Background: an optimization exercise with open tools, aiming at small area, a short achievable clock period and few clock cycles. Do not read the settings as production practice.
In this exercise RTL edits were held to simulation tests only and were not proved equivalent to the original.
Power is estimated from default activity; no workload was simulated.

## hid_rx
module hid_rx (
    input  wire        clk,
    input  wire        rst,
    input  wire        in_valid,
    output wire        in_ready,
    input  wire [1:0]  in_class,      
    input  wire [7:0]  in_len,
    input  wire [63:0] in_data,       
    input  wire        hs_we,
    input  wire [2:0]  hs_id,
    input  wire        hs_en,
    output reg         res_valid,
    output reg  [7:0]  res_code,
    output reg  [47:0] res_data,
    output reg         ev_valid,
    input  wire        ev_ready,
    output reg  [2:0]  ev_id,
    output reg         ev_t,
    output reg         ev_deliver,
    output reg  [7:0]  kbd_lastkey,
    output reg         kbd_pressed,
    output reg  [15:0] ptr_x,
    output reg  [15:0] ptr_y,
    output reg         ptr_primary,
    output reg  [9:0]  btn_prev,
    output reg  [2:0]  drop_flags     
);
For scale: ~2,100 cells after synthesis, ~280 flip-flops, ~200 I/O pins, roughly 0.016 mm2 of cells after synthesis.
==> flow/config.mk <==
export PLATFORM = sky130hd
export DESIGN_NAME = hid_rx
export DESIGN_NICKNAME = hid_rx
export VERILOG_FILES = /design/flow/design.v
export SDC_FILE = /design/flow/constraint.sdc
export NUM_CORES = 4
export LEC_CHECK = 0
export ABC_AREA = 1
export CAP_MARGIN = 20
export CORE_MARGIN = 2
export CORE_UTILIZATION = 60
export SETUP_SLACK_MARGIN = 2.2
export SLEW_MARGIN = 20
export TNS_END_PERCENT = 20
==> flow/constraint.sdc <==
create_clock -name core_clock -period 4.5 [get_ports {clk}]
set_input_delay 0.9000 -clock core_clock [delete_from_list [all_inputs] [get_ports {clk}]]
set_output_delay 0.9000 -clock core_clock [all_outputs]
set_load 0.01 [all_outputs]
standard.sh (not shown) runs the stock make flow with config.mk's settings and CLKGATE_MAP_FILE= SYNTH_SCRIPT=/design/flow/synth_recipe.tcl, a recipe that flattens the netlist after the stock synthesis.
==> flow/flow/run.sh <==
#!/bin/bash
# The standard layout, with plain buf_1 cells as the port buffers; after
# global placement the input-port buffers (which drive the decode logic) are
# resized up (flow/inbuf.tcl). The resizer sizes any of them further where
# timing needs it.
set -euo pipefail
export BUFFER_PORTS_ARGS="-buffer_cell sky130_fd_sc_hd__buf_1"
export POST_GLOBAL_PLACE_TCL="$PWD/flow/inbuf.tcl"
bash standard.sh > standard_flow.log 2>&1
==> flow/flow/inbuf.tcl <==
# Resize the buffers that buffer_ports put on the input ports.
set block [ord::get_db_block]
set n 0
foreach bterm [$block getBTerms] {
  if {[$bterm getIoType] != "INPUT"} { continue }
  set net [$bterm getNet]
  if {$net == "NULL"} { continue }
  foreach iterm [$net getITerms] {
    set inst [$iterm getInst]
    if {[[$inst getMaster] getName] == "sky130_fd_sc_hd__buf_1"} {
      replace_cell [$inst getName] sky130_fd_sc_hd__buf_4
      incr n
    }
  }
}
puts "inbuf.tcl: resized $n input-port buffers to sky130_fd_sc_hd__buf_4"
Testbench counts at the start, summed over its fixed seeds: cycles 16,185.
Edit:
==> flow/flow/run.sh (replaced) <==
#!/bin/bash
# The standard layout, with plain buf_1 cells as the port buffers
# (the resizer sizes them up where timing needs it).
set -euo pipefail
export BUFFER_PORTS_ARGS="-buffer_cell sky130_fd_sc_hd__buf_1"
bash standard.sh > standard_flow.log 2>&1
ABC_AREA = default   (was 1)
CORE_UTILIZATION = 55   (was 60)
removed: flow/flow/inbuf.tcl
=> Sequential cell count stays the same. Sequential power barely changes. Clock power rose by about 7%. Routed wire length goes down by 2.9%. Worst setup slack degrades by 170 ps. Total power grows by 3.9%. Clock skew grows by 18 ps. Area after synthesis decreases by 0.77%. Global-route usage falls by 2.9 points.
Edit:
==> flow/flow/run.sh (replaced) <==
#!/bin/bash
# The standard layout, with plain buf_1 cells as the port buffers; after
# global placement the input-port buffers (which drive the decode logic) are
# resized up (flow/inbuf.tcl). The resizer sizes any of them further where
# timing needs it.
set -euo pipefail
export BUFFER_PORTS_ARGS="-buffer_cell sky130_fd_sc_hd__buf_1"
export POST_GLOBAL_PLACE_TCL="$PWD/flow/inbuf.tcl"
bash standard.sh > standard_flow.log 2>&1
==> flow/flow/inbuf.tcl (new file) <==
# Resize the buffers that buffer_ports put on the input ports.
set block [ord::get_db_block]
set n 0
foreach bterm [$block getBTerms] {
  if {[$bterm getIoType] != "INPUT"} { continue }
  set net [$bterm getNet]
  if {$net == "NULL"} { continue }
  foreach iterm [$net getITerms] {
    set inst [$iterm getInst]
    if {[[$inst getMaster] getName] == "sky130_fd_sc_hd__buf_1"} {
      replace_cell [$inst getName] sky130_fd_sc_hd__buf_2
      incr n
    }
  }
}
puts "inbuf.tcl: resized $n input-port buffers to sky130_fd_sc_hd__buf_2"
ABC_AREA = 1   (was default)
Effect: Clock-buffer cell count came out lower by 7; worst hold slack is worse by 14 ps; flip-flop and latch count is unchanged; utilization decreases by 0.87 points; routed wire length rises by a few percent; final area goes down slightly; global-route usage rises by 0.63 points; power shrinks slightly; via count rose by roughly a tenth; register-to-register slack gains 130 ps.

==> port drivers added, routing unchanged <==
In the flow no input, the clock included, has a driving cell. The finished layouts below were timed again as built, in two steps.
Step 1, drivers: a clkbuf_16 drives clk and a buf_2 each remaining input, both assumed.
Step 2, shift: input delay + t, output delay - t, t = (earliest + latest rising clock arrival at the registers) / 2. This alone moves slack from input paths to output paths.
Three values: ideal ports, drivers, drivers and shift; two values: the first two.
| run | t, ns | setup WS [ns] | worst setup path after step 2 |
|---|---|---|---|
| the first run | 0.587 | 2.231 / 2.233 / 1.664 | input to register |
| the second run | 0.594 | 2.061 / 2.081 / 1.487 | input to register |
| the third run | 0.587 | 2.242 / 2.243 / 1.684 | input to register |
After both steps setup and hold are still met in every run listed. For the second run, which loses most, drivers alone change the setup slack by +0.020 ns; drivers and shift together by -0.574 ns.
